From an optimization exercise on the open Yosys and OpenROAD flow, aimed at small area, a short achievable clock period and few clock cycles per item; shortcuts taken in it are not production practice.
In this exercise RTL edits were held to simulation tests only and were not proved equivalent to the original.
No activity file was given, so power comes from the tool's default toggle rates.

## flow/design.v

```verilog
module lpc1_crc24w (
    input  wire [23:0] f,
    input  wire [31:0] x,
    output wire [23:0] fn
);
    wire [31:0] y = x ^ {8'h00, f};
    assign fn[0] = ~(y[3] ^ y[8] ^ y[12] ^ y[23] ^ y[25] ^ y[26] ^ y[27] ^ y[30] ^ y[31]);
    assign fn[1] = ~(y[0] ^ y[3] ^ y[4] ^ y[8] ^ y[9] ^ y[12] ^ y[13] ^ y[23] ^ y[24] ^ y[25] ^ y[28] ^ y[30]);
    assign fn[2] = ~(y[0] ^ y[1] ^ y[4] ^ y[5] ^ y[9] ^ y[10] ^ y[13] ^ y[14] ^ y[24] ^ y[25] ^ y[26] ^ y[29] ^ y[31]);
    assign fn[3] = (y[0] ^ y[1] ^ y[2] ^ y[3] ^ y[5] ^ y[6] ^ y[8] ^ y[10] ^ y[11] ^ y[12] ^ y[14] ^ y[15] ^ y[23] ^ y[31]);
    assign fn[4] = ~(y[1] ^ y[2] ^ y[4] ^ y[6] ^ y[7] ^ y[8] ^ y[9] ^ y[11] ^ y[13] ^ y[15] ^ y[16] ^ y[23] ^ y[24] ^ y[25] ^ y[26] ^ y[27] ^ y[30] ^ y[31]);
    assign fn[5] = (y[2] ^ y[5] ^ y[7] ^ y[9] ^ y[10] ^ y[14] ^ y[16] ^ y[17] ^ y[23] ^ y[24] ^ y[28] ^ y[30]);
    assign fn[6] = (y[0] ^ y[3] ^ y[6] ^ y[8] ^ y[10] ^ y[11] ^ y[15] ^ y[17] ^ y[18] ^ y[24] ^ y[25] ^ y[29] ^ y[31]);
    assign fn[7] = ~(y[0] ^ y[1] ^ y[3] ^ y[4] ^ y[7] ^ y[8] ^ y[9] ^ y[11] ^ y[16] ^ y[18] ^ y[19] ^ y[23] ^ y[27] ^ y[31]);
    assign fn[8] = ~(y[0] ^ y[1] ^ y[2] ^ y[3] ^ y[4] ^ y[5] ^ y[9] ^ y[10] ^ y[17] ^ y[19] ^ y[20] ^ y[23] ^ y[24] ^ y[25] ^ y[26] ^ y[27] ^ y[28] ^ y[30] ^ y[31]);
    assign fn[9] = ~(y[0] ^ y[1] ^ y[2] ^ y[4] ^ y[5] ^ y[6] ^ y[8] ^ y[10] ^ y[11] ^ y[12] ^ y[18] ^ y[20] ^ y[21] ^ y[23] ^ y[24] ^ y[28] ^ y[29] ^ y[30]);
    assign fn[10] = ~(y[0] ^ y[1] ^ y[2] ^ y[3] ^ y[5] ^ y[6] ^ y[7] ^ y[9] ^ y[11] ^ y[12] ^ y[13] ^ y[19] ^ y[21] ^ y[22] ^ y[24] ^ y[25] ^ y[29] ^ y[30] ^ y[31]);
    assign fn[11] = (y[0] ^ y[1] ^ y[2] ^ y[4] ^ y[6] ^ y[7] ^ y[10] ^ y[13] ^ y[14] ^ y[20] ^ y[22] ^ y[27]);
    assign fn[12] = (y[1] ^ y[2] ^ y[3] ^ y[5] ^ y[7] ^ y[8] ^ y[11] ^ y[14] ^ y[15] ^ y[21] ^ y[23] ^ y[28]);
    assign fn[13] = (y[0] ^ y[2] ^ y[3] ^ y[4] ^ y[6] ^ y[8] ^ y[9] ^ y[12] ^ y[15] ^ y[16] ^ y[22] ^ y[24] ^ y[29]);
    assign fn[14] = (y[1] ^ y[3] ^ y[4] ^ y[5] ^ y[7] ^ y[9] ^ y[10] ^ y[13] ^ y[16] ^ y[17] ^ y[23] ^ y[25] ^ y[30]);
    assign fn[15] = ~(y[2] ^ y[4] ^ y[5] ^ y[6] ^ y[8] ^ y[10] ^ y[11] ^ y[14] ^ y[17] ^ y[18] ^ y[24] ^ y[26] ^ y[31]);
    assign fn[16] = ~(y[5] ^ y[6] ^ y[7] ^ y[8] ^ y[9] ^ y[11] ^ y[15] ^ y[18] ^ y[19] ^ y[23] ^ y[26] ^ y[30] ^ y[31]);
    assign fn[17] = ~(y[0] ^ y[3] ^ y[6] ^ y[7] ^ y[9] ^ y[10] ^ y[16] ^ y[19] ^ y[20] ^ y[23] ^ y[24] ^ y[25] ^ y[26] ^ y[30]);
    assign fn[18] = (y[1] ^ y[4] ^ y[7] ^ y[8] ^ y[10] ^ y[11] ^ y[17] ^ y[20] ^ y[21] ^ y[24] ^ y[25] ^ y[26] ^ y[27] ^ y[31]);
    assign fn[19] = ~(y[0] ^ y[2] ^ y[3] ^ y[5] ^ y[9] ^ y[11] ^ y[18] ^ y[21] ^ y[22] ^ y[23] ^ y[28] ^ y[30] ^ y[31]);
    assign fn[20] = (y[1] ^ y[4] ^ y[6] ^ y[8] ^ y[10] ^ y[19] ^ y[22] ^ y[24] ^ y[25] ^ y[26] ^ y[27] ^ y[29] ^ y[30]);
    assign fn[21] = ~(y[0] ^ y[2] ^ y[5] ^ y[7] ^ y[9] ^ y[11] ^ y[20] ^ y[23] ^ y[25] ^ y[26] ^ y[27] ^ y[28] ^ y[30] ^ y[31]);
    assign fn[22] = (y[1] ^ y[6] ^ y[10] ^ y[21] ^ y[23] ^ y[24] ^ y[25] ^ y[28] ^ y[29] ^ y[30]);
    assign fn[23] = ~(y[2] ^ y[7] ^ y[11] ^ y[22] ^ y[24] ^ y[25] ^ y[26] ^ y[29] ^ y[30] ^ y[31]);
endmodule
module lpc1_crc24i (
    input  wire [3:0]  j,
    output wire [23:0] f
);
    assign f[0] = 1'b0;
    assign f[1] = j[2] | j[3];
    assign f[2] = j[3];
    assign f[3] = j[1] | j[2] | j[3];
    assign f[4] = 1'b0;
    assign f[5] = j[1];
    assign f[6] = j[1];
    assign f[7] = j[1];
    assign f[8] = j[2];
    assign f[9] = j[1] | j[2];
    assign f[10] = j[1] | j[3];
    assign f[11] = 1'b0;
    assign f[12] = j[1] | j[3];
    assign f[13] = j[3];
    assign f[14] = j[3];
    assign f[15] = j[3];
    assign f[16] = j[2] | j[3];
    assign f[17] = j[2] | j[3];
    assign f[18] = j[2];
    assign f[19] = 1'b0;
    assign f[20] = j[1] | j[3];
    assign f[21] = j[1];
    assign f[22] = j[1] | j[2] | j[3];
    assign f[23] = j[2];
endmodule
module lpc1_crc10w (
    input  wire [9:0]  c,
    input  wire [31:0] x,
    output wire [9:0]  cn
);
    wire [31:0] y = x ^ {16'h0, c[1:0], 6'h0, c[9:2]};
    assign cn[0] = y[0] ^ y[3] ^ y[4] ^ y[6] ^ y[7] ^ y[8] ^ y[9] ^ y[11] ^ y[15] ^ y[17] ^ y[23] ^ y[24] ^ y[25] ^ y[26] ^ y[27] ^ y[28];
    assign cn[1] = y[1] ^ y[3] ^ y[5] ^ y[6] ^ y[10] ^ y[11] ^ y[12] ^ y[15] ^ y[17] ^ y[18] ^ y[23] ^ y[24] ^ y[29];
    assign cn[2] = y[0] ^ y[2] ^ y[4] ^ y[6] ^ y[7] ^ y[8] ^ y[11] ^ y[12] ^ y[13] ^ y[18] ^ y[19] ^ y[25] ^ y[30];
    assign cn[3] = y[1] ^ y[3] ^ y[5] ^ y[7] ^ y[9] ^ y[12] ^ y[13] ^ y[14] ^ y[19] ^ y[20] ^ y[26] ^ y[31];
    assign cn[4] = y[0] ^ y[2] ^ y[3] ^ y[7] ^ y[8] ^ y[9] ^ y[10] ^ y[11] ^ y[13] ^ y[14] ^ y[16] ^ y[17] ^ y[20] ^ y[21] ^ y[23] ^ y[24] ^ y[25] ^ y[26] ^ y[28];
    assign cn[5] = y[0] ^ y[1] ^ y[6] ^ y[7] ^ y[10] ^ y[12] ^ y[14] ^ y[18] ^ y[21] ^ y[22] ^ y[23] ^ y[24] ^ y[28] ^ y[29];
    assign cn[6] = y[1] ^ y[2] ^ y[7] ^ y[8] ^ y[11] ^ y[13] ^ y[15] ^ y[19] ^ y[22] ^ y[23] ^ y[25] ^ y[29] ^ y[30];
    assign cn[7] = y[0] ^ y[2] ^ y[3] ^ y[8] ^ y[9] ^ y[12] ^ y[14] ^ y[20] ^ y[23] ^ y[26] ^ y[30] ^ y[31];
    assign cn[8] = y[1] ^ y[3] ^ y[4] ^ y[8] ^ y[9] ^ y[10] ^ y[13] ^ y[15] ^ y[16] ^ y[21] ^ y[27] ^ y[31];
    assign cn[9] = y[2] ^ y[3] ^ y[5] ^ y[6] ^ y[7] ^ y[8] ^ y[10] ^ y[14] ^ y[15] ^ y[16] ^ y[22] ^ y[23] ^ y[24] ^ y[25] ^ y[26] ^ y[27];
endmodule
module lpc1_crc6h (
    input  wire [15:0] x,
    output wire [5:0]  c
);
    assign c[0] = x[1] ^ x[3] ^ x[5] ^ x[6] ^ x[7] ^ x[8] ^ x[9] ^ x[10] ^ x[13];
    assign c[1] = x[1] ^ x[2] ^ x[3] ^ x[4] ^ x[5] ^ x[8] ^ x[11] ^ x[13] ^ x[14];
    assign c[2] = x[1] ^ x[2] ^ x[4] ^ x[7] ^ x[8] ^ x[10] ^ x[12] ^ x[13] ^ x[14] ^ x[15];
    assign c[3] = x[0] ^ x[1] ^ x[2] ^ x[6] ^ x[7] ^ x[8] ^ x[10] ^ x[11] ^ x[14] ^ x[15];
    assign c[4] = x[0] ^ x[1] ^ x[2] ^ x[3] ^ x[7] ^ x[9] ^ x[11] ^ x[12] ^ x[15];
    assign c[5] = x[0] ^ x[2] ^ x[4] ^ x[5] ^ x[6] ^ x[7] ^ x[8] ^ x[9] ^ x[12];
endmodule
module lpc1_cksum (
    input  wire        clk,
    input  wire        rst,
    input  wire        cmd_valid,
    output wire        cmd_ready,
    input  wire [31:0] cmd_word,
    input  wire [31:0] cmd_len,
    input  wire [23:0] cmd_fcs_in,
    input  wire        in_valid,
    output wire        in_ready,
    input  wire [31:0] in_data,
    output reg         done,
    output reg  [7:0]  code,
    output reg  [7:0]  last_op,
    output reg         match,
    output reg  [23:0] fcs_val,
    output reg  [23:0] fcs_rx,
    output reg  [16:0] fcs_cover,
    output reg  [16:0] out_len,
    output reg  [5:0]  crc6,
    output reg  [9:0]  crc10
);
    localparam [7:0] C_OK           = 8'h00;
    localparam [7:0] C_FCS_MISMATCH = 8'h01;
    localparam [7:0] C_NO_CRC       = 8'h02;
    localparam [7:0] C_ERR_LEN      = 8'h10;
    localparam [7:0] C_ERR_TYPE     = 8'h11;
    localparam [7:0] C_ERR_OVERFLOW = 8'h13;
    localparam [7:0] C_ERR_PARAM    = 8'h14;
    localparam [7:0] C_ERR_CMD      = 8'h15;
    reg        rdy;           
    reg        irdy;          
    reg        setup;         
    reg        o_calc, o_gen, o_chk, o_crc6, o_crc10, o_splice;
    reg        illegal;       
    reg        big;           
    reg        sup_ov;        
    reg [16:0] rem;           
    reg [3:0]  jb;            
    reg [3:0]  jc;            
    reg [31:0] wbuf;          
    reg [23:0] prev;          
    reg [1:0]  cidx;          
    reg        wv;            
    reg        wfirst;        
    reg        wsecond;       
    reg        wlast;         
    reg        ui;            
    reg        fcs_on;        
    reg        c10_on;        
    reg        cmpx;          
    assign cmd_ready = rdy;
    assign in_ready  = irdy;
    wire d_calc   = (cmd_word == 32'h0000_0001);
    wire d_gen    = (cmd_word == 32'h0000_0002) || (cmd_word == 32'h0000_0102);
    wire d_chk    = (cmd_word == 32'h0000_0003);
    wire d_crc6   = (cmd_word == 32'h0000_0010);
    wire d_crc10  = (cmd_word == 32'h0000_0011);
    wire d_splice = (cmd_word == 32'h0000_0012);
    wire d_legal  = d_calc | d_gen | d_chk | d_crc6 | d_crc10 | d_splice;
    wire d_big    = (|cmd_len[31:17]) | (cmd_len[16] & (|cmd_len[15:0]));
    wire [1:0] d_j = (cmd_word[1:0] == 2'b11) ? ~cmd_len[1:0]
                                              : {cmd_len[1] ^ cmd_len[0], cmd_len[0]};
    wire [3:0] d_jh = {d_j == 2'd3, d_j == 2'd2, d_j == 2'd1, d_j == 2'd0};
    wire accept = cmd_valid & rdy;
    wire fire   = in_valid & irdy;
    wire [16:0] n      = rem;                   
    wire        n_zero = (n == 17'd0);
    wire        n_lt2  = (n[16:1] == 16'd0);
    wire        n_lt3  = n_lt2 | (n == 17'd2);
    wire        n_ovf  = (n > 17'd65533);
    wire        rem_gt4  = (|rem[16:3]) | (rem[2] & (|rem[1:0]));
    wire        n_ragged = |rem[1:0];            
    wire [31:0] rot = ({32{jc[0]}} & wbuf) |
                      ({32{jc[1]}} & {wbuf[23:0], prev[23:16]}) |
                      ({32{jc[2]}} & {wbuf[15:0], prev[23:8]}) |
                      ({32{jc[3]}} & {wbuf[7:0], prev[23:0]});
    wire [23:0] fcs_init;
    lpc1_crc24i u_init (.j(jc), .f(fcs_init));
    wire [23:0] fcs_cur = wfirst ? fcs_init : fcs_val;
    wire [23:0] fcs_next;
    lpc1_crc24w u_crc24 (.f(fcs_cur), .x(rot), .fn(fcs_next));
    wire [9:0] crc10_next;
    lpc1_crc10w u_crc10 (.c(crc10), .x(rot), .cn(crc10_next));
    wire [5:0] crc6_word;
    lpc1_crc6h u_crc6 (.x(wbuf[15:0]), .c(crc6_word));
    wire ui_elig = (o_gen & ~n_ovf & ~sup_ov & (rem > 17'd7)) |
                   (o_chk & (rem > 17'd10));
    wire ui_word = ui_elig & (in_data[15:13] == 3'b110) & ~in_data[16];
    wire ui_next = (cidx == 2'd0) ? ui_word : ((cidx == 2'd1) & ui);
    wire fcs_step = wv & fcs_on & ~(ui & ~wfirst & ~wsecond) &
                    ~(o_chk & wlast & n_ragged);
    wire c10_step = wv & c10_on & ~wfirst;
    wire        chk_cmp = o_chk & fcs_on &
                          ((wv & wlast & n_ragged) | cmpx);
    wire [23:0] rx_word = rot[23:0];
    wire        rx_eq   = (fcs_val == rx_word);
    wire [3:0] t      = wbuf[7:4];
    wire       t_none = (t == 4'd1);
    wire       t_ok   = (t == 4'd0) || (t == 4'd14);
    wire       iuup   = o_crc10 | o_splice;
    wire n_lt2_w0 = wlast & (rem[1:0] == 2'd1);
    always @(posedge clk) begin
        wbuf <= in_data;
        if (rst) begin
            rdy       <= 1'b1;
            irdy      <= 1'b0;
            setup     <= 1'b0;
            done      <= 1'b0;
            code      <= 8'h00;
            last_op   <= 8'h00;
            match     <= 1'b0;
            fcs_val   <= 24'h0;
            fcs_rx    <= 24'h0;
            fcs_cover <= 17'h0;
            out_len   <= 17'h0;
            crc6      <= 6'h0;
            crc10     <= 10'h0;
            wv        <= 1'b0;
            wfirst    <= 1'b0;
            wsecond   <= 1'b0;
            wlast     <= 1'b0;
            cidx      <= 2'd0;
            ui        <= 1'b0;
            fcs_on    <= 1'b0;
            c10_on    <= 1'b0;
            cmpx      <= 1'b0;
            prev      <= 24'h0;
            o_calc    <= 1'b0;
            o_gen     <= 1'b0;
            o_chk     <= 1'b0;
            o_crc6    <= 1'b0;
            o_crc10   <= 1'b0;
            o_splice  <= 1'b0;
            illegal   <= 1'b0;
            big       <= 1'b0;
            sup_ov    <= 1'b0;
            rem       <= 17'h0;
            jb        <= 4'd1;
            jc        <= 4'd1;
        end else begin
            done  <= 1'b0;
            setup <= accept;
            cmpx  <= 1'b0;
            if (rdy) begin
                o_calc   <= d_calc;
                o_gen    <= d_gen;
                o_chk    <= d_chk;
                o_crc6   <= d_crc6;
                o_crc10  <= d_crc10;
                o_splice <= d_splice;
                illegal  <= ~d_legal;
                big      <= d_big;
                sup_ov   <= cmd_word[8] & (|cmd_fcs_in);
                rem      <= cmd_len[16:0];
                jb       <= d_jh;
            end
            if (accept) begin
                rdy     <= 1'b0;
                irdy    <= d_legal & ~d_big & (|cmd_len);
                last_op <= cmd_word[7:0];
                cidx    <= 2'd0;
                fcs_on  <= 1'b0;
                c10_on  <= 1'b0;
            end
            if (setup) begin
                if (illegal) begin
                    code    <= C_ERR_CMD;
                    out_len <= 17'h0;
                    done    <= 1'b1;
                    rdy     <= 1'b1;
                end else if (big) begin
                    code <= C_ERR_PARAM;
                    if (o_gen | o_splice)
                        out_len <= 17'h0;
                    done <= 1'b1;
                    rdy  <= 1'b1;
                end else begin
                    if (n_zero) begin
                        done <= 1'b1;
                        rdy  <= 1'b1;
                    end
                    if (o_calc) begin
                        code      <= C_OK;
                        fcs_cover <= n;
                        fcs_on    <= 1'b1;
                        fcs_val   <= 24'h0;
                    end
                    if (o_gen) begin
                        if (n_ovf) begin
                            code    <= C_ERR_OVERFLOW;
                            out_len <= 17'h0;
                        end else begin
                            code    <= C_OK;
                            out_len <= n + 17'd3;
                            if (sup_ov) begin
                                fcs_cover <= 17'h0;
                            end else begin
                                fcs_cover <= n;
                                fcs_on    <= 1'b1;
                                fcs_val   <= 24'h0;
                            end
                        end
                    end
                    if (o_chk) begin
                        if (n_lt3) begin
                            code <= C_ERR_LEN;
                        end else begin
                            fcs_cover <= n - 17'd3;
                            fcs_on    <= 1'b1;
                            fcs_val   <= 24'h0;
                        end
                    end
                    if (o_crc6)
                        code <= n_lt2 ? C_ERR_LEN : C_OK;
                    if (o_crc10)
                        code <= C_ERR_LEN;    
                    if (o_splice) begin
                        code    <= C_ERR_LEN;
                        out_len <= n;         
                    end
                end
            end
            wv      <= fire;
            wfirst  <= (cidx == 2'd0);
            wsecond <= (cidx == 2'd1);
            wlast   <= ~rem_gt4;
            if (cidx == 2'd0)
                ui <= ui_word;
            jc <= ui_next ? 4'b0010 : jb;
            if (fire) begin
                rem  <= rem - 17'd4;
                irdy <= rem_gt4;
                if (cidx != 2'd2)
                    cidx <= cidx + 2'd1;
            end
            if (setup)
                prev <= 24'h0;
            else if (wv)
                prev <= (iuup & wfirst) ? 24'h0 : wbuf[31:8];
            if (fcs_step)
                fcs_val <= fcs_next;
            if (c10_step)
                crc10 <= crc10_next;
            if (wv & wfirst) begin
                if (ui)
                    fcs_cover <= 17'd7;
                if (o_crc6 & ~n_lt2_w0)
                    crc6 <= crc6_word;
                if (iuup) begin
                    if (t_none) begin
                        code <= C_NO_CRC;
                        if (o_crc10)
                            crc10 <= 10'h0;
                    end else if (!t_ok) begin
                        code <= C_ERR_TYPE;
                        if (o_splice)
                            out_len <= 17'h0;
                    end else if (wlast & n_ragged) begin
                        code <= C_ERR_LEN;
                        if (o_splice)
                            out_len <= 17'h0;
                    end else begin
                        code   <= C_OK;
                        crc10  <= 10'h0;
                        c10_on <= 1'b1;
                        if (o_splice)
                            crc6 <= crc6_word;
                    end
                end
            end
            if (chk_cmp) begin
                fcs_rx <= rx_word;
                match  <= rx_eq;
                code   <= rx_eq ? C_OK : C_FCS_MISMATCH;
                done   <= 1'b1;
                rdy    <= 1'b1;
            end else if (wv & wlast) begin
                if (o_chk & fcs_on) begin
                    cmpx <= 1'b1;
                end else begin
                    done <= 1'b1;
                    rdy  <= 1'b1;
                end
            end
        end
    end
endmodule
```

## flow/flow/run.sh

```bash
#!/bin/bash
# The standard layout (the standard.sh: standard synthesis, floorplan,
# placement, CTS, routing), with the ports buffered by the smallest buffer
# (sky130_fd_sc_hd__buf_1) instead of the resizer's default delay cell;
# repair_design and repair_timing resize them where needed.
set -euo pipefail
export BUFFER_PORTS_ARGS="-buffer_cell sky130_fd_sc_hd__buf_1"
bash standard.sh finish > standard_flow.log 2>&1
```

## flow/standard.sh

```bash
#!/bin/bash
# synth_recipe.tcl (not shown) runs the flow's synth.tcl, then flattens the netlist and writes it again
# the make line also repeats each setting of config.mk as NAME=value (left out here)
make -C /OpenROAD-flow-scripts/flow DESIGN_CONFIG=/design/flow/config.mk WORK_HOME=/design/flow/orfs CLKGATE_MAP_FILE= SYNTH_SCRIPT=/design/flow/synth_recipe.tcl "${@:-finish}"
```

## flow/config.mk

```make
export PLATFORM = sky130hd
export DESIGN_NAME = lpc1_cksum
export DESIGN_NICKNAME = lpc1_cksum
export VERILOG_FILES = /design/flow/design.v
export SDC_FILE = /design/flow/constraint.sdc
export NUM_CORES = 4
export LEC_CHECK = 0
export CAP_MARGIN = 20
export CORE_MARGIN = 2
export CORE_UTILIZATION = 40
export SETUP_SLACK_MARGIN = 5
export SLEW_MARGIN = 20
export SYNTH_MEMORY_MAX_BITS = 8192
```

## flow/constraint.sdc

```tcl
create_clock -name core_clock -period 8.0 [get_ports {clk}]
set_input_delay 1.6000 -clock core_clock [delete_from_list [all_inputs] [get_ports {clk}]]
set_output_delay 1.6000 -clock core_clock [all_outputs]
set_load 0.01 [all_outputs]
```

==> impl_summary.log, run 1 <==
[metrics] number of placed I/O pins: about 240
[metrics] classification of the worst-slack hold path: register to register
[metrics] kind of start point of the critical path: register
[metrics] post-synthesis net count: 1715
[metrics] number of buffers added by the clock tree synthesis step: 26
[metrics] final RePlAce weighted congestion: 0.989
[metrics] final wirelength: 48200 um
[metrics] clock tree from TritonCTS: built
[metrics] first-pass GRT wire length: 72400 um
[metrics] total grt overflow: 0
[metrics] Clock transition at path regs: roughly 0.060 ns
[metrics] cell accounting for the most synthesized area: sky130_fd_sc_hd__dfxtp_1
[metrics] Iter 0 DRT Violations: 1153
[metrics] Die Y: 188 um
[metrics] H-Tree Level Count: 1
[metrics] Reg area: roughly 4400 um2
[metrics] insertion delay to the later sink of the worst-skew pair: 0.56 ns
[metrics] worst setup path class: register to register
[metrics] data arrival time of the worst path: 3.43 ns
[metrics] number of enable-type register cells in the synthesized netlist: 0
[metrics] Avg Cell Area, Syn: 8.57 um2
[metrics] setup_tns: 0 ns
[metrics] post-route minimum period: 2.99 ns
[metrics] setup slack on the worst flop-to-flop path: 5.01 ns
[metrics] # DRC: 0
[metrics] Final setup viols: 0
[metrics] share of synthesized flip-flops with an asynchronous set or reset: 0%
[metrics] placeable core region: 33400 um2
[metrics] Synth cell types: 78
[metrics] number of storage elements in the synthesis netlist: 219
[metrics] count of inserted antenna diode cells: 0
[metrics] part of the Yosys area used for sequential elements: 32.3%
[metrics] leak pwr: 5.75 nW
[metrics] Tightest Pin Transition: 1.07 ns
[metrics] setup skew after layout: about 0.016 ns
[metrics] Fillers: 3303
[metrics] share of cells above drive strength 1: 9.67%
[metrics] total via count in the routed design: between 10000 and 15000
[metrics] Die W: approximately 190 um
[metrics] placed instance count: 2165
[metrics] FF-to-FF Start: jc[2]
[metrics] area of the mapped netlist: 13600 um2
[metrics] Starting Density: 40.5%
[metrics] Post-synth top cells: sky130_fd_sc_hd__dfxtp_1, sky130_fd_sc_hd__xnor2_1, sky130_fd_sc_hd__nor2_1
[metrics] die footprint: ~35000 um2
[metrics] Ys Warns: 1
[metrics] count of final max-slew check failures: 0
[metrics] top achievable clock speed: approximately 330 MHz
[metrics] maximum number of pins on one net before global-route repair: 89
[metrics] number of iterations in the first detailed-routing pass: 6
[metrics] final setup margin: 5.01 ns
[metrics] vias in the first global route: 12000
[metrics] library cell used as clock root buffer: sky130_fd_sc_hd__clkbuf_16
[metrics] area of combinational cells with multiple inputs: 8940 um2
[metrics] worst reg2reg path depth: 9
[metrics] setup repair after global routing missed its margin: yes
[metrics] count of max-cap constraint violations: 0
[metrics] non-filler cells, final: 2237
[metrics] most common cell in the netlist: sky130_fd_sc_hd__dfxtp_1
[metrics] crit path capture type: register
[metrics] worst hold path cell count: 2
[metrics] number of core rows: 67
[metrics] cell types with the largest area share after synthesis: sky130_fd_sc_hd__dfxtp_1, sky130_fd_sc_hd__xnor2_1, sky130_fd_sc_hd__xnor3_1, sky130_fd_sc_hd__xor2_1, sky130_fd_sc_hd__nor2_1
[metrics] main flop type after synthesis: sky130_fd_sc_hd__dfxtp_1
[metrics] Final Hold Fails: 0
[metrics] initial antenna violation count: 0
[metrics] top-area cell type share of the netlist area: 32.3%
[metrics] worst-case clock buffer depth: 3
[metrics] HP Start: code[5]
[metrics] pre-CTS setup slack: 4.33 ns
[metrics] post-DR vias/cell: 5.71
[metrics] all-layer global routing usage: 26.3%
[metrics] number of nets with antenna violations after detailed routing: 0
[metrics] Syn Inst Count: 1581
[metrics] worst reg2reg path endpoint: fcs_val[8]
[metrics] Worst slew margin: approximately 29%
[metrics] clock sink count: around 220
[metrics] Port-buffer cells: 241
[metrics] required time reported for the critical path endpoint: 8.44 ns
[metrics] power per unit of standard cell area: 232 nW/um2
[metrics] layout-stage area growth over the synthesis result: 19.0%
[metrics] Hold Crit Endpoint: code[5]
[metrics] Max VDD drop: 0.181 mV
[metrics] Final Net Count: 1903
[metrics] maximum fanout along the worst path: 42
[metrics] average wire length per cell after detail routing: 21.5 um
[metrics] result of the run: no timing/DRC/antenna violations
[metrics] period utilization: 37.3%
[metrics] hpwl dp: between 30000 and 40000 um
-- state kept, by name, indices dropped and copies added (netlist names), 4 cells and up --
register and cells:
wbuf 32, fcs_rx 24, fcs_val 24, prev 24, fcs_cover 17, out_len 17, rem 17, crc10 10
code 8, last_op 8, crc6 6, jb 4, jc 4
-- worst max-delay path, stage by stage (launching register included) --
cell and delay, ns:
sky130_fd_sc_hd__dfxtp_1 0.33, sky130_fd_sc_hd__buf_12 0.19, sky130_fd_sc_hd__a22oi_1 0.20, sky130_fd_sc_hd__nand2_1 0.34, sky130_fd_sc_hd__xnor2_4 0.44, sky130_fd_sc_hd__xnor2_1 0.19, sky130_fd_sc_hd__xnor2_1 0.40, sky130_fd_sc_hd__xnor3_1 0.41
sky130_fd_sc_hd__xnor2_1 0.16, sky130_fd_sc_hd__a22o_1 0.18
-- cell type report --
type | count | area share [%]
Clock inverter | 20 | 1.26
Clock buffer | 28 | 4.27
Timing Repair Buffer | 278 | 7.72
Sequential cell | 219 | 27.3
Inverter | 26 | 0.605
Multi-Input combinational cell | 1218 | 55.4
Tap cell | 448 | 3.47
-- stage by stage --
stage | total power [W] | cell area, um2 | hold WS [ns] | util [%]
2_1_floorplan | 0.00217 | 13600 | 0.427 | -
3_3_place_gp | 0.00244 | 14600 | 0.415 | 43.7
3_5_place_dp | 0.00244 | 14600 | 0.418 | 43.7
4_1_cts | 0.00371 | 15800 | 0.427 | 47.2
5_1_grt | 0.00390 | 16100 | 0.461 | 48.2
6_report | 0.00375 | 16100 | 0.425 | 48.2
-- cell usage in the layout, fill, tap and decap left out, drive strengths merged, types with 10 or more instances in the layout --
cell | netlist | layout
nand2b | 15 | 15
mux2i | 38 | 38
inv | 24 | 27
o21ai | 60 | 60
a211oi | 22 | 22
a221oi | 20 | 20
dfxtp | 219 | 219
buf | 27 | 277
xnor2 | 188 | 188
nand4 | 11 | 11
nor4 | 35 | 35
xnor3 | 34 | 34
xor2 | 85 | 85
nor3 | 48 | 48
a22o | 21 | 21
nand2 | 135 | 135
ha | 10 | 10
nand3 | 26 | 26
a22oi | 70 | 70
nor2 | 173 | 173
and3 | 9 | 10
clkbuf | 92 | 29
nor2b | 14 | 14
a21oi | 91 | 91
-- cells by family (layout without fill, tap and decap cells) --
family | Yosys count | in the layout | share of synthesized area, %
AND/OR/NAND/NOR | 499 | 500 | 17.0
AO/OA/AOI/OAI | 362 | 362 | 18.5
XOR/XNOR | 308 | 308 | 23.9
flip-flops | 219 | 219 | 32.3
buffers and inverters | 145 | 352 | 4.50
multiplexers | 38 | 38 | 2.81
adder cells (fa/ha/maj) | 10 | 10 | 0.923
-- power breakdown --
| group | internal (W) | leakage, nW | switching, W |
|---|---|---|---|
| registers | 0.00112 | 1.79 | 0.0000559 |
| clock network | 0.000725 | 0.424 | 0.000516 |
| logic | 0.000656 | 3.54 | 0.000679 |
| total | 0.00250 | 5.75 | 0.00125 |
-- worst max-delay path by stage --
stage / start / to / slack (ns) / cells past startpoint
floorplan: cmd_word[7] / o_calc / 5.16 / 6
global placement: rst / prev[19] / 4.34 / 5
detailed placement: rem[4] / fcs_val[12] / 4.33 / 8
CTS: rem[12] / fcs_val[12] / 4.90 / 8
global route: jc[2] / fcs_val[8] / 4.94 / 9
finish: jc[2] / fcs_val[8] / 5.01 / 9
-- what timing repair did --
action	4_1_cts	5_1_grt
buffers inserted	11	12
pin swaps	4	8
gates resized for setup	39	50
setup endpoints to repair	79	77
hold buffers	0	0
cloned	0	1
-- routing by layer --
metal / wire length, um / global-route usage [%] / up-vias
met5: 0 / 0 / -
met4: 1820 / 9.48 / 0
met3: 3600 / 4.17 / 111
met2: 21600 / 41.9 / 566
met1: 21200 / 35.9 / 6149
li1: - / - / 5956
Testbench counts, summed over its fixed seeds: cycles 10,251, items 384.
==> run 2, diff against run 1 <==
--- a/flow/flow/run.sh
+++ b/flow/flow/run.sh
@@ -7,2 +7,2 @@
 export BUFFER_PORTS_ARGS="-buffer_cell sky130_fd_sc_hd__buf_1"
-bash standard.sh finish > standard_flow.log 2>&1
+bash standard.sh finish SETUP_SLACK_MARGIN=5.5 > standard_flow.log 2>&1
==> impl_summary.log, run 2 <==
[metrics] clock tree from TritonCTS: built (unchanged)
[metrics] placed inst area: 15000 um2 (was 14600 um2)
[metrics] classification of the worst-slack hold path: register to register (unchanged)
[metrics] top-area cell type share of the netlist area: 32.3% (unchanged)
[metrics] Largest Register: wbuf (unchanged)
[metrics] Worst setup startpoint: jc[2] (unchanged)
[metrics] worst-case clock buffer depth: 3 (unchanged)
[metrics] post-synthesis net count: 1715 (unchanged)
[metrics] Final Hold Fails: 0 (unchanged)
[metrics] library cell used as clock root buffer: sky130_fd_sc_hd__clkbuf_16 (unchanged)
[metrics] clock sink count: 219 (unchanged)
[metrics] Layout Utilization: 64.3% (was 48.2%)
[metrics] number of core rows: 67 (unchanged)
[metrics] vias in the first global route: 13200 (was 12000)
[metrics] average wire length per cell after detail routing: 23.6 um (was 21.5 um)
[metrics] worst setup path class: register to register (unchanged)
[metrics] CP max-delay cell: sky130_fd_sc_hd__xnor3_1 (was sky130_fd_sc_hd__xnor2_4)
[metrics] Port-buffer cells: 241 (unchanged)
[metrics] number of flip-flops in the largest register: 32 (unchanged)
[metrics] all-layer global routing usage: 28.9% (was 26.3%)
[metrics] cell accounting for the most synthesized area: sky130_fd_sc_hd__dfxtp_1 (unchanged)
[metrics] Avg Cell Area, Syn: 8.57 um2 (unchanged)
[metrics] setup_tns: 0 ns (unchanged)
[metrics] share of cells above drive strength 1: 42.4% (was 9.67%)
[metrics] setup skew after layout: 0.0256 ns (was 0.0156 ns)
[metrics] die footprint: 35400 um2 (unchanged)
[metrics] most common cell in the netlist: sky130_fd_sc_hd__dfxtp_1 (unchanged)
[metrics] Ys Warns: 1 (unchanged)
[metrics] count of final max-slew check failures: 0 (unchanged)
[metrics] number of placed I/O pins: 242 (unchanged)
[metrics] H-Tree Level Count: 1 (unchanged)
[metrics] HP Start: code[5] (unchanged)
[metrics] Max VDD drop: 0.166 mV (was 0.181 mV)
[metrics] maximum fanout along the worst path: 11 (was 42)
[metrics] Clock transition at path regs: 0.06 ns (about the same)
[metrics] count of max-cap constraint violations: 0 (unchanged)
[metrics] total grt overflow: 0 (unchanged)
[metrics] insertion delay to the later sink of the worst-skew pair: 0.56 ns (about the same)
[metrics] Post-synth top cells: sky130_fd_sc_hd__dfxtp_1, sky130_fd_sc_hd__xnor2_1, sky130_fd_sc_hd__nor2_1 (unchanged)
[metrics] most frequent cell on the critical path: sky130_fd_sc_hd__xor2_4 (was sky130_fd_sc_hd__xnor2_1)
[metrics] initial antenna violation count: 0 (unchanged)
[metrics] layout-stage area growth over the synthesis result: 58.6% (was 19.0%)
[metrics] total via count in the routed design: 14600 (was 12800)
[metrics] share of synthesized flip-flops with an asynchronous set or reset: 0% (unchanged)
[metrics] crit path capture type: register (unchanged)
[metrics] CP Cell Sequence: buf_12 -> buf_4 -> a22oi_2 -> nand2_2 -> xor2_4 -> xor2_4 -> xor2_1 -> xnor3_1 -> xnor2_1 -> a22o_1 (was buf_12 -> a22oi_1 -> nand2_1 -> xnor2_4 -> xnor2_1 -> xnor2_1 -> xnor3_1 -> xnor2_1 -> a22o_1)
[metrics] GR met1 Demand/Resource: 37.9% (was 35.9%)
[metrics] required time reported for the critical path endpoint: 8.43 ns (was 8.44 ns)
[metrics] FF-to-FF Start: jc[2] (unchanged)
[metrics] most common cell after layout, fill and taps aside: sky130_fd_sc_hd__buf_4 (was sky130_fd_sc_hd__buf_1)
[metrics] final RePlAce weighted congestion: 0.975 (was 0.989)
[metrics] part of the Yosys area used for sequential elements: 32.3% (unchanged)
[metrics] maximum number of pins on one net before global-route repair: 71 (was 89)
[metrics] Final setup viols: 0 (unchanged)
[metrics] Final Net Count: 2154 (was 1903)
[metrics] cell types with the largest area share after synthesis: sky130_fd_sc_hd__dfxtp_1, sky130_fd_sc_hd__xnor2_1, sky130_fd_sc_hd__xnor3_1, sky130_fd_sc_hd__xor2_1, sky130_fd_sc_hd__nor2_1 (unchanged)
[metrics] commonest cells after routing, fill and taps aside: sky130_fd_sc_hd__buf_4, sky130_fd_sc_hd__nor2_1, sky130_fd_sc_hd__buf_6 (was sky130_fd_sc_hd__buf_1, sky130_fd_sc_hd__dfxtp_1, sky130_fd_sc_hd__xnor2_1)
[metrics] post-route minimum period: 2.94 ns (was 2.99 ns)
[metrics] number of enable-type register cells in the synthesized netlist: 0 (unchanged)
[metrics] post-DR vias/cell: 5.87 (was 5.71)
[metrics] Tightest Pin Transition: 1.05 ns (was 1.07 ns)
[metrics] period utilization: 36.8% (was 37.3%)
[metrics] result of the run: no timing/DRC/antenna violations (unchanged)
[metrics] power per unit of standard cell area: 202 nW/um2 (was 232 nW/um2)
[metrics] area of the mapped netlist: 13600 um2 (unchanged)
[metrics] count of inserted antenna diode cells: 0 (unchanged)
[metrics] Worst slew margin: 29.8% (was 28.5%)
[metrics] non-filler cells, final: 2487 (was 2237)
[metrics] setup repair after global routing missed its margin: yes (unchanged)
[metrics] kind of start point of the critical path: register (unchanged)
[metrics] top achievable clock speed: 340 MHz (was 335 MHz)
[metrics] number of storage elements in the synthesis netlist: 219 (unchanged)
[metrics] Die Y: 188 um (unchanged)
[metrics] Synth cell types: 78 (unchanged)
[metrics] routing layer with the top usage in global route: met2 (unchanged)
[metrics] number of iterations in the first detailed-routing pass: 7 (was 6)
[metrics] Starting Density: 40.5% (unchanged)
[metrics] Syn Inst Count: 1581 (unchanged)
[metrics] post-route cell area: 21500 um2 (was 16100 um2)
[metrics] met2 layer usage reported by global route: 45.6% (was 41.9%)
[metrics] number of buffers added by the clock tree synthesis step: 26 (unchanged)
[metrics] placed instance count: 2165 (unchanged)
[metrics] largest incremental delay on the critical path: 0.47 ns (was 0.44 ns)
[metrics] Die W: 188 um (unchanged)
[metrics] placeable core region: 33400 um2 (unchanged)
[metrics] first-pass GRT wire length: 79500 um (was 72400 um)
[metrics] main flop type after synthesis: sky130_fd_sc_hd__dfxtp_1 (unchanged)
[metrics] Iter 0 DRT Violations: 1610 (was 1153)
[metrics] number of nets with antenna violations after detailed routing: 0 (unchanged)
[metrics] hpwl dp: 34800 um (was 34900 um)
[metrics] final wirelength: 58800 um (was 48200 um)
[metrics] data arrival time of the worst path: 3.37 ns (was 3.43 ns)
[metrics] Global Route met3 Usage: 4.74% (was 4.17%)
[metrics] CTS Hold Bufs: 0 (unchanged)
[metrics] # DRC: 0 (unchanged)
[metrics] leak pwr: 8.44 nW (was 5.75 nW)
run 2: kinds of logic (layout without fill, tap and decap cells):
kind of cell / after synthesis / count (layout) / share of synthesized area, %
and+or+nand+nor: 499 / 502 / 17.0
AOI/OAI and AO/OA: 362 / 362 / 18.5
xor gates and xnor gates: 308 / 308 / 23.9
DFF: 219 / 219 / 32.3
buffers and inverters: 145 / 600 / 4.50
muxes: 38 / 38 / 2.81
adders and majority gates: 10 / 10 / 0.923
run 2: final timing paths:
path / endpoint / slack (ns) / cells after the start
worst max-delay path: fcs_val[10] / 5.06 / 10
worst min-delay path: code[5] / 0.43 / 2
worst max register to register: fcs_val[10] / 5.06 / 10
worst min register to register: code[5] / 0.43 / 2
run 2: power by group:
group          total, W  switching (W)  internal, W
Clock           0.00122       0.000497     0.000728
Sequential      0.00116      0.0000561      0.00110
Combinational   0.00197       0.000961      0.00100
Total           0.00435        0.00151      0.00284
run 2: metrics by stage:
step | power, W | hold slack [ns] | setup WS [ns]
after global placement | 0.00248 | 0.416 | 4.29
after floorplan | 0.00220 | 0.427 | 5.25
final | 0.00435 | 0.432 | 5.06
after detailed placement | 0.00248 | 0.418 | 4.26
after global routing | 0.00447 | 0.459 | 5.03
after CTS | 0.00401 | 0.433 | 5.20
run 2: worst max-delay path, delay by kind of cell (launching register included):
kind                   cells  cell delay, ns
AO/OA/AOI/OAI              2            0.36
XOR/XNOR                   5            1.57
buffers and inverters      2            0.29
flip-flops                 1            0.39
AND/OR/NAND/NOR            1            0.20
run 2: repair_timing:
action | CTS | global route
gates resized for setup | 633 | 167
setup buffers | 155 | 107
endpoints found under the hold margin | 0 | 0
gates cloned | 9 | 4
endpoints found under the setup margin | 250 | 210
pin swaps | 73 | 96
run 2: layer usage:
layer / share of wire (%) / routed length (um) / up-vias
li1: - / - / 6447
met1: 38 / 22100 / 6931
met2: 45 / 26300 / 964
met3: 11 / 6190 / 252
met4: 7.0 / 4110 / 0
met5: 0 / 0 / -
run 2: final cells by class:
class / count / area, um2
clock buffers: 38 / 767
inverters: 26 / 110
fillers: 2581 / 11900
multi-input cells: 1220 / 10800
repair buffers: 527 / 4450
clock inverters: 9 / 109
flip-flops and latches: 219 / 4700
well taps: 448 / 561
==> run 3, diff against run 2 <==
--- a/flow/flow/run.sh
+++ b/flow/flow/run.sh
@@ -7,2 +7,2 @@
 export BUFFER_PORTS_ARGS="-buffer_cell sky130_fd_sc_hd__buf_1"
-bash standard.sh finish SETUP_SLACK_MARGIN=5.5 > standard_flow.log 2>&1
+bash standard.sh finish SETUP_SLACK_MARGIN=6.5 > standard_flow.log 2>&1
==> impl_summary.log, run 3 <==
[metrics] maximum fanout along the worst path: 8 (was 11)
[metrics] post-route minimum period: 2.95 ns (was 2.94 ns)
[metrics] layout-stage area growth over the synthesis result: 92.1% (was 58.6%)
[metrics] die footprint: 35400 um2 (unchanged)
[metrics] power per unit of standard cell area: 181 nW/um2 (was 202 nW/um2)
[metrics] setup repair after global routing missed its margin: yes (unchanged)
[metrics] vias in the first global route: 15900 (was 13200)
[metrics] Fillers: 1808 (was 2581)
[metrics] count of max-cap constraint violations: 0 (unchanged)
[metrics] Final Hold Fails: 0 (unchanged)
[metrics] pre-CTS setup slack: 4.41 ns (was 4.26 ns)
[metrics] required time reported for the critical path endpoint: 8.44 ns (was 8.43 ns)
[metrics] Final Net Count: 2325 (was 2154)
[metrics] Ys Warns: 1 (unchanged)
[metrics] total grt overflow: 0 (unchanged)
[metrics] Tightest Pin Transition: 0.927 ns (was 1.05 ns)
[metrics] Die W: 188 um (unchanged)
[metrics] final setup margin: 5.05 ns (was 5.06 ns)
[metrics] cell types with the largest area share after synthesis: sky130_fd_sc_hd__dfxtp_1, sky130_fd_sc_hd__xnor2_1, sky130_fd_sc_hd__xnor3_1, sky130_fd_sc_hd__xor2_1, sky130_fd_sc_hd__nor2_1 (unchanged)
[metrics] period utilization: 36.8% (about the same)
[metrics] setup_tns: 0 ns (unchanged)
[metrics] part of the Yosys area used for sequential elements: 32.3% (unchanged)
[metrics] Post-synth top cells: sky130_fd_sc_hd__dfxtp_1, sky130_fd_sc_hd__xnor2_1, sky130_fd_sc_hd__nor2_1 (unchanged)
[metrics] Iter 0 DRT Violations: 2286 (was 1610)
[metrics] number of nets with antenna violations after detailed routing: 0 (unchanged)
[metrics] all-layer global routing usage: 35.9% (was 28.9%)
[metrics] Die Y: 188 um (unchanged)
[metrics] # DRC: 0 (unchanged)
[metrics] H-Tree Level Count: 1 (unchanged)
[metrics] commonest cells after routing, fill and taps aside: sky130_fd_sc_hd__buf_4, sky130_fd_sc_hd__buf_6, sky130_fd_sc_hd__nor2_1 (was sky130_fd_sc_hd__buf_4, sky130_fd_sc_hd__nor2_1, sky130_fd_sc_hd__buf_6)
[metrics] Worst slew margin: 38.1% (was 29.8%)
[metrics] number of storage elements in the synthesis netlist: 219 (unchanged)
[metrics] Starting Density: 40.5% (unchanged)
[metrics] Clock transition at path regs: 0.06 ns (about the same)
[metrics] most common cell in the netlist: sky130_fd_sc_hd__dfxtp_1 (unchanged)
[metrics] maximum number of pins on one net before global-route repair: 36 (was 71)
[metrics] CTS Hold Bufs: 0 (unchanged)
[metrics] main flop type after synthesis: sky130_fd_sc_hd__dfxtp_1 (unchanged)
[metrics] number of flip-flops in the largest register: 32 (unchanged)
[metrics] worst setup path class: register to register (unchanged)
[metrics] Syn Inst Count: 1581 (unchanged)
[metrics] share of cells above drive strength 1: 60.9% (was 42.4%)
[metrics] insertion delay to the later sink of the worst-skew pair: 0.57 ns (was 0.56 ns)
[metrics] Largest Register: wbuf (unchanged)
[metrics] post-DR vias/cell: 6.45 (was 5.87)
[metrics] final wirelength: 77300 um (was 58800 um)
[metrics] Final setup viols: 0 (unchanged)
[metrics] Avg Cell Area, Syn: 8.57 um2 (unchanged)
[metrics] post-synthesis net count: 1715 (unchanged)
[metrics] clock tree from TritonCTS: built (unchanged)
[metrics] setup skew after layout: 0.0281 ns (was 0.0256 ns)
[metrics] classification of the worst-slack hold path: register to register (unchanged)
[metrics] Max VDD drop: 0.192 mV (was 0.166 mV)
[metrics] most common cell after layout, fill and taps aside: sky130_fd_sc_hd__buf_4 (unchanged)
[metrics] kind of start point of the critical path: register (unchanged)
[metrics] cell accounting for the most synthesized area: sky130_fd_sc_hd__dfxtp_1 (unchanged)
[metrics] leak pwr: 9.99 nW (was 8.44 nW)
[metrics] clock sink count: 219 (unchanged)
[metrics] share of synthesized flip-flops with an asynchronous set or reset: 0% (unchanged)
[metrics] library cell used as clock root buffer: sky130_fd_sc_hd__clkbuf_16 (unchanged)
[metrics] total via count in the routed design: 17200 (was 14600)
[metrics] first-pass GRT wire length: 97500 um (was 79500 um)
[metrics] number of core rows: 67 (unchanged)
[metrics] number of enable-type register cells in the synthesized netlist: 0 (unchanged)
[metrics] area of the mapped netlist: 13600 um2 (unchanged)
[metrics] final hold slack: 0.433 ns (was 0.432 ns)
[metrics] count of inserted antenna diode cells: 0 (unchanged)
[metrics] placeable core region: 33400 um2 (unchanged)
[metrics] final RePlAce weighted congestion: 0.968 (was 0.975)
[metrics] Synth cell types: 78 (unchanged)
[metrics] placed inst area: 16000 um2 (was 15000 um2)
[metrics] crit path capture type: register (unchanged)
[metrics] data arrival time of the worst path: 3.38 ns (was 3.37 ns)
[metrics] result of the run: no timing/DRC/antenna violations (unchanged)
[metrics] number of placed I/O pins: 242 (unchanged)
[metrics] average wire length per cell after detail routing: 29.1 um (was 23.6 um)
[metrics] initial antenna violation count: 2 (was 0)
[metrics] top-area cell type share of the netlist area: 32.3% (unchanged)
[metrics] Port-buffer cells: 241 (unchanged)
[metrics] post-route cell area: 26000 um2 (was 21500 um2)
[metrics] top achievable clock speed: 339 MHz (was 340 MHz)
[metrics] hpwl dp: 35700 um (was 34800 um)
[metrics] count of final max-slew check failures: 0 (unchanged)
[metrics] worst-case clock buffer depth: 3 (unchanged)
[metrics] number of iterations in the first detailed-routing pass: 16 (was 7)
[metrics] number of buffers added by the clock tree synthesis step: 26 (unchanged)
-- run 3: cell counts after synthesis --
Identical to the previous run, type by type.
-- run 3: layout make-up --
class                   count  area, um2  share of cell area (%)
well taps                 448        561                    2.15
inverters                  26        160                   0.615
multi-input cells        1235      13000                    50.0
repair buffers            683       6640                    25.5
flip-flops and latches    219       4720                    18.1
clock buffers              38        810                    3.11
clock inverters            10        124                   0.476
-- run 3: final timing paths --
| path | from | endpoint | slack [ns] | cells after the start |
|---|---|---|---|---|
| setup / recovery | jc[0] | fcs_val[10] | 5.05 | 10 |
| hold / removal | code[7] | code[7] | 0.43 | 2 |
| setup reg to reg | jc[0] | fcs_val[10] | 5.05 | 10 |
| hold reg to reg | code[7] | code[7] | 0.43 | 2 |
-- run 3: report_power, final --
part / leakage, nW / switching, W / internal [W]
combinational: 7.66 / 0.00109 / 0.00116
clock: 0.458 / 0.000531 / 0.000770
sequential: 1.87 / 0.0000615 / 0.00110
total: 9.99 / 0.00168 / 0.00303
-- run 3: routing by layer --
metal | vias up | share of wire (%) | global-route usage (%) | wire (um)
li1 | 6834 | - | - | -
met5 | - | 0.041 | 0 | 32
met2 | 1557 | 44 | 57.6 | 34000
met4 | 4 | 9.5 | 20.3 | 7360
met3 | 609 | 13 | 8.83 | 9730
met1 | 8146 | 34 | 44.1 | 26200
-- run 3: timing repair --
| item | in CTS | in global routing |
|---|---|---|
| buffers inserted | 313 | 95 |
| endpoints found under the setup margin | 305 | 304 |
| pin swaps | 263 | 213 |
| resized for setup | 812 | 299 |
| gates cloned | 41 | 1 |
-- run 3: cell families (layout without fill, tap and decap cells) --
logic type / Yosys count / in the layout / share of synthesized area [%]
buf+inv: 145 / 757 / 4.50
fa+ha+maj: 10 / 10 / 0.923
compound gates: 362 / 364 / 18.5
flops: 219 / 219 / 32.3
xor+xnor: 308 / 308 / 23.9
simple gates: 499 / 515 / 17.0
mux: 38 / 38 / 2.81
-- run 3: critical path, cell delays in order, from the launching register on --
cell and delay (ns):
sky130_fd_sc_hd__dfxtp_4 0.40, sky130_fd_sc_hd__buf_6 0.16, sky130_fd_sc_hd__buf_4 0.13, sky130_fd_sc_hd__a22oi_2 0.22, sky130_fd_sc_hd__nand2_4 0.18, sky130_fd_sc_hd__xor2_4 0.33
sky130_fd_sc_hd__xor2_2 0.31, sky130_fd_sc_hd__xor2_1 0.22, sky130_fd_sc_hd__xnor3_1 0.48, sky130_fd_sc_hd__xnor2_1 0.18, sky130_fd_sc_hd__a22o_1 0.20
-- run 3: per-stage QoR --
stage	instances	util [%]	power, W
4_1_cts	2562	70.9	0.00427
5_1_grt	2659	77.8	0.00481
3_5_place_dp	2160	48.0	0.00252
3_3_place_gp	2160	48.0	0.00252
2_1_floorplan	1581	-	0.00227
6_report	2659	77.8	0.00471
==> run 4, diff against run 3 <==
==> flow/run.sh (new file) <==
#!/bin/bash
# synth_recipe.tcl (not shown) runs the flow's synth.tcl, then flattens the netlist and writes it again
# the make line also repeats each setting of config.mk as NAME=value (left out here)
make -C /OpenROAD-flow-scripts/flow DESIGN_CONFIG=/design/flow/config.mk WORK_HOME=/design/flow/orfs CLKGATE_MAP_FILE= SYNTH_SCRIPT=/design/flow/synth_recipe.tcl finish
--- a/flow/config.mk
+++ b/flow/config.mk
@@ -10,3 +10,3 @@
 export CORE_UTILIZATION = 40
-export SETUP_SLACK_MARGIN = 5
+export SETUP_SLACK_MARGIN = 4.5
 export SLEW_MARGIN = 20
removed: flow/flow/run.sh
removed: flow/standard.sh
==> impl_summary.log, run 4 <==
[metrics] Die Y: 188 um (unchanged)
[metrics] part of the Yosys area used for sequential elements: 32.3% (unchanged)
[metrics] Fillers: 3191 (was 1808)
[metrics] Syn Inst Count: 1581 (unchanged)
[metrics] number of buffers added by the clock tree synthesis step: 27 (was 26)
[metrics] area of the mapped netlist: 13600 um2 (unchanged)
[metrics] Iter 0 DRT Violations: 1063 (was 2286)
[metrics] H-Tree Level Count: 1 (unchanged)
[metrics] worst setup path class: register to register (unchanged)
[metrics] total via count in the routed design: 12700 (was 17200)
[metrics] Final Hold Fails: 0 (unchanged)
[metrics] first-pass GRT wire length: 74100 um (was 97500 um)
[metrics] Reg area: 4390 um2 (was 4720 um2)
[metrics] Max VDD drop: 0.189 mV (was 0.192 mV)
[metrics] vias in the first global route: 12200 (was 15900)
[metrics] count of final max-slew check failures: 0 (unchanged)
[metrics] number of nets with antenna violations after detailed routing: 0 (unchanged)
[metrics] area of combinational cells with multiple inputs: 8640 um2 (was 13000 um2)
[metrics] layout-stage area growth over the synthesis result: 27.1% (was 92.1%)
[metrics] post-DR vias/cell: 5.72 (was 6.45)
[metrics] number of storage elements in the synthesis netlist: 219 (unchanged)
[metrics] leak pwr: 6.22 nW (was 9.99 nW)
[metrics] post-route minimum period: 3.40 ns (was 2.95 ns)
[metrics] period utilization: 42.5% (was 36.8%)
[metrics] count of max-cap constraint violations: 0 (unchanged)
[metrics] FF-to-FF Start: jc[0] (unchanged)
[metrics] top achievable clock speed: 294 MHz (was 339 MHz)
[metrics] library cell used as clock root buffer: sky130_fd_sc_hd__clkbuf_16 (unchanged)
[metrics] commonest cells after routing, fill and taps aside: sky130_fd_sc_hd__clkdlybuf4s50_1, sky130_fd_sc_hd__dfxtp_1, sky130_fd_sc_hd__xnor2_1 (was sky130_fd_sc_hd__buf_4, sky130_fd_sc_hd__buf_6, sky130_fd_sc_hd__nor2_1)
[metrics] CTS Hold Bufs: 0 (unchanged)
[metrics] Largest Register: wbuf (unchanged)
[metrics] Ys Warns: 1 (unchanged)
[metrics] insertion delay to the later sink of the worst-skew pair: 0.57 ns (about the same)
[metrics] most common cell in the netlist: sky130_fd_sc_hd__dfxtp_1 (unchanged)
[metrics] setup_tns: 0 ns (unchanged)
[metrics] Port-buffer cells: 241 (unchanged)
[metrics] HP Start: code[7] (unchanged)
[metrics] most common cell after layout, fill and taps aside: sky130_fd_sc_hd__clkdlybuf4s50_1 (was sky130_fd_sc_hd__buf_4)
[metrics] cell accounting for the most synthesized area: sky130_fd_sc_hd__dfxtp_1 (unchanged)
[metrics] number of placed I/O pins: 242 (unchanged)
[metrics] count of inserted antenna diode cells: 0 (unchanged)
[metrics] result of the run: no timing/DRC/antenna violations (unchanged)
[metrics] main flop type after synthesis: sky130_fd_sc_hd__dfxtp_1 (unchanged)
[metrics] Final Net Count: 1883 (was 2325)
[metrics] number of enable-type register cells in the synthesized netlist: 0 (unchanged)
[metrics] hpwl dp: 36200 um (was 35700 um)
[metrics] share of synthesized flip-flops with an asynchronous set or reset: 0% (unchanged)
[metrics] maximum fanout along the worst path: 32 (was 8)
[metrics] Tightest Pin Transition: 1.02 ns (was 0.927 ns)
[metrics] Worst setup startpoint: jc[0] (unchanged)
[metrics] data arrival time of the worst path: 3.84 ns (was 3.38 ns)
[metrics] pre-CTS setup slack: 4.27 ns (was 4.41 ns)
[metrics] final RePlAce weighted congestion: 0.922 (was 0.968)
[metrics] setup skew after layout: 0.0270 ns (was 0.0281 ns)
[metrics] die footprint: 35400 um2 (unchanged)
[metrics] post-synthesis net count: 1715 (unchanged)
[metrics] Die W: 188 um (unchanged)
[metrics] classification of the worst-slack hold path: register to register (unchanged)
[metrics] initial antenna violation count: 0 (was 2)
[metrics] required time reported for the critical path endpoint: 8.44 ns (about the same)
[metrics] clock tree from TritonCTS: built (unchanged)
[metrics] maximum number of pins on one net before global-route repair: 90 (was 36)
[metrics] Avg Cell Area, Syn: 8.57 um2 (unchanged)
[metrics] setup repair after global routing missed its margin: yes (unchanged)
[metrics] Synth cell types: 78 (unchanged)
[metrics] clock sink count: 219 (unchanged)
[metrics] Post-synth top cells: sky130_fd_sc_hd__dfxtp_1, sky130_fd_sc_hd__xnor2_1, sky130_fd_sc_hd__nor2_1 (unchanged)
[metrics] total grt overflow: 0 (unchanged)
[metrics] Worst slew margin: 31.7% (was 38.1%)
[metrics] final hold slack: 0.428 ns (was 0.433 ns)
[metrics] placeable core region: 33400 um2 (unchanged)
[metrics] worst-case clock buffer depth: 3 (unchanged)
[metrics] number of iterations in the first detailed-routing pass: 7 (was 16)
[metrics] cell types with the largest area share after synthesis: sky130_fd_sc_hd__dfxtp_1, sky130_fd_sc_hd__xnor2_1, sky130_fd_sc_hd__xnor3_1, sky130_fd_sc_hd__xor2_1, sky130_fd_sc_hd__nor2_1 (unchanged)
[metrics] # DRC: 0 (unchanged)
[metrics] Final setup viols: 0 (unchanged)
[metrics] share of cells above drive strength 1: 5.88% (was 60.9%)
[metrics] power per unit of standard cell area: 224 nW/um2 (was 181 nW/um2)
[metrics] Clock transition at path regs: 0.06 ns (about the same)
[metrics] number of flip-flops in the largest register: 32 (unchanged)
[metrics] all-layer global routing usage: 26.9% (was 35.9%)
[metrics] final wirelength: 49100 um (was 77300 um)
[metrics] top-area cell type share of the netlist area: 32.3% (unchanged)
[metrics] kind of start point of the critical path: register (unchanged)
[metrics] crit path capture type: register (unchanged)
[metrics] average wire length per cell after detail routing: 22.1 um (was 29.1 um)
[metrics] Starting Density: 40.5% (unchanged)
[metrics] number of core rows: 67 (unchanged)
[metrics] final setup margin: 4.60 ns (was 5.05 ns)
## run 4: cell counts after synthesis
Identical to the previous run, type by type.
## run 4: area by class of cell
| cell class | instances | area share (%) |
|---|---|---|
| clock buffer | 33 | 4.34 |
| clock inverter | 17 | 1.41 |
| inverter | 26 | 0.567 |
| multi-input combinational | 1217 | 50.2 |
| sequential | 219 | 25.5 |
| tap | 448 | 3.25 |
| timing repair buffer | 258 | 14.8 |
## run 4: final timing paths
path | cells after the start | slack, ns | endpoint
min | 2 | 0.43 | code[7]
max | 9 | 4.60 | fcs_val[9]
max reg2reg | 9 | 4.60 | fcs_val[9]
min reg2reg | 2 | 0.43 | code[7]
## run 4: kinds of logic after synthesis
group | after synthesis | share of synthesized area, %
muxes | 38 | 2.81
adders and majority gates | 10 | 0.923
and+or+nand+nor | 499 | 17.0
DFF | 219 | 32.3
buffers and inverters | 145 | 4.50
AOI/OAI and AO/OA | 362 | 18.5
xor gates and xnor gates | 308 | 23.9
## run 4: per-stage QoR
step / std cells / instance area, um2 / power (W) / utilization, %
final: 2218 / 17200 / 0.00385 / 51.5
after global routing: 2218 / 17200 / 0.00400 / 51.5
after CTS: 2216 / 17100 / 0.00385 / 51.2
after detailed placement: 2166 / 16100 / 0.00249 / 48.2
after global placement: 2166 / 16100 / 0.00250 / 48.2
after floorplan: 1581 / 13600 / 0.00217 / -
## run 4: power breakdown
part	switching [W]	total (W)	internal, W
logic	0.000664	0.00133	0.000668
registers	0.0000575	0.00117	0.00112
clock network	0.000514	0.00134	0.000831
total	0.00123	0.00385	0.00262
## run 4: critical path, stage by stage, from the launching register on
cell and delay, ns:
sky130_fd_sc_hd__dfxtp_1 0.30, sky130_fd_sc_hd__buf_4 0.23, sky130_fd_sc_hd__a222oi_1 0.64, sky130_fd_sc_hd__nand2_2 0.29
sky130_fd_sc_hd__a211oi_4 0.57, sky130_fd_sc_hd__xnor2_1 0.24, sky130_fd_sc_hd__xnor3_1 0.45, sky130_fd_sc_hd__xnor3_1 0.20
sky130_fd_sc_hd__xor2_1 0.15, sky130_fd_sc_hd__a22o_1 0.18
## run 4: routing by layer
| layer | GRT usage (%) | vias up | part of all wire [%] |
|---|---|---|---|
| met5 | 0 | - | 0 |
| met4 | 8.24 | 0 | 3.0 |
| met3 | 6.46 | 80 | 8.8 |
| met2 | 43.1 | 607 | 45 |
| met1 | 35.7 | 6091 | 43 |
| li1 | - | 5909 | - |
## run 4: timing repair
| item | 4_1_cts | 5_1_grt |
|---|---|---|
| endpoints found under the setup margin | 27 | 36 |
| pin swaps | 0 | 2 |
| buffers inserted | 0 | 2 |
| gates resized for setup | 5 | 13 |

==> static timing again, ports no longer ideal <==
No port has a modelled driver above. Below, the same layouts with a new extraction and two added sets of constraints. Step 1 (the two cells are an assumption about what drives the block):
set clk [get_ports {clk}]
set_driving_cell -lib_cell sky130_fd_sc_hd__clkbuf_16 $clk
set_driving_cell -lib_cell sky130_fd_sc_hd__buf_2 [delete_from_list [all_inputs] $clk]
Step 2 also shifts input and output timing later by t, the mid clock arrival at the registers, as if the neighbouring blocks saw the same clock. Slacks: ideal ports / drivers / drivers and shift; pairs: ideal ports / drivers.
| run | t (ns) | slack for setup (ns) | worst setup path at the end |
|---|---|---|---|
| run 1 | 0.605 | 5.013 / 5.013 / 4.582 | input to register |
| run 2 | 0.593 | 5.059 / 5.059 / 5.002 | input to register |
| run 3 | 0.614 | 5.054 / 5.054 / 4.950 | input to register |
| run 4 | 0.607 | 4.602 / 4.602 / 4.175 | input to register |
After both steps setup and hold are still met in every run listed. The setup slack of run 1, which loses most, moves by 0.000 ns with the drivers and by -0.431 ns with both steps.
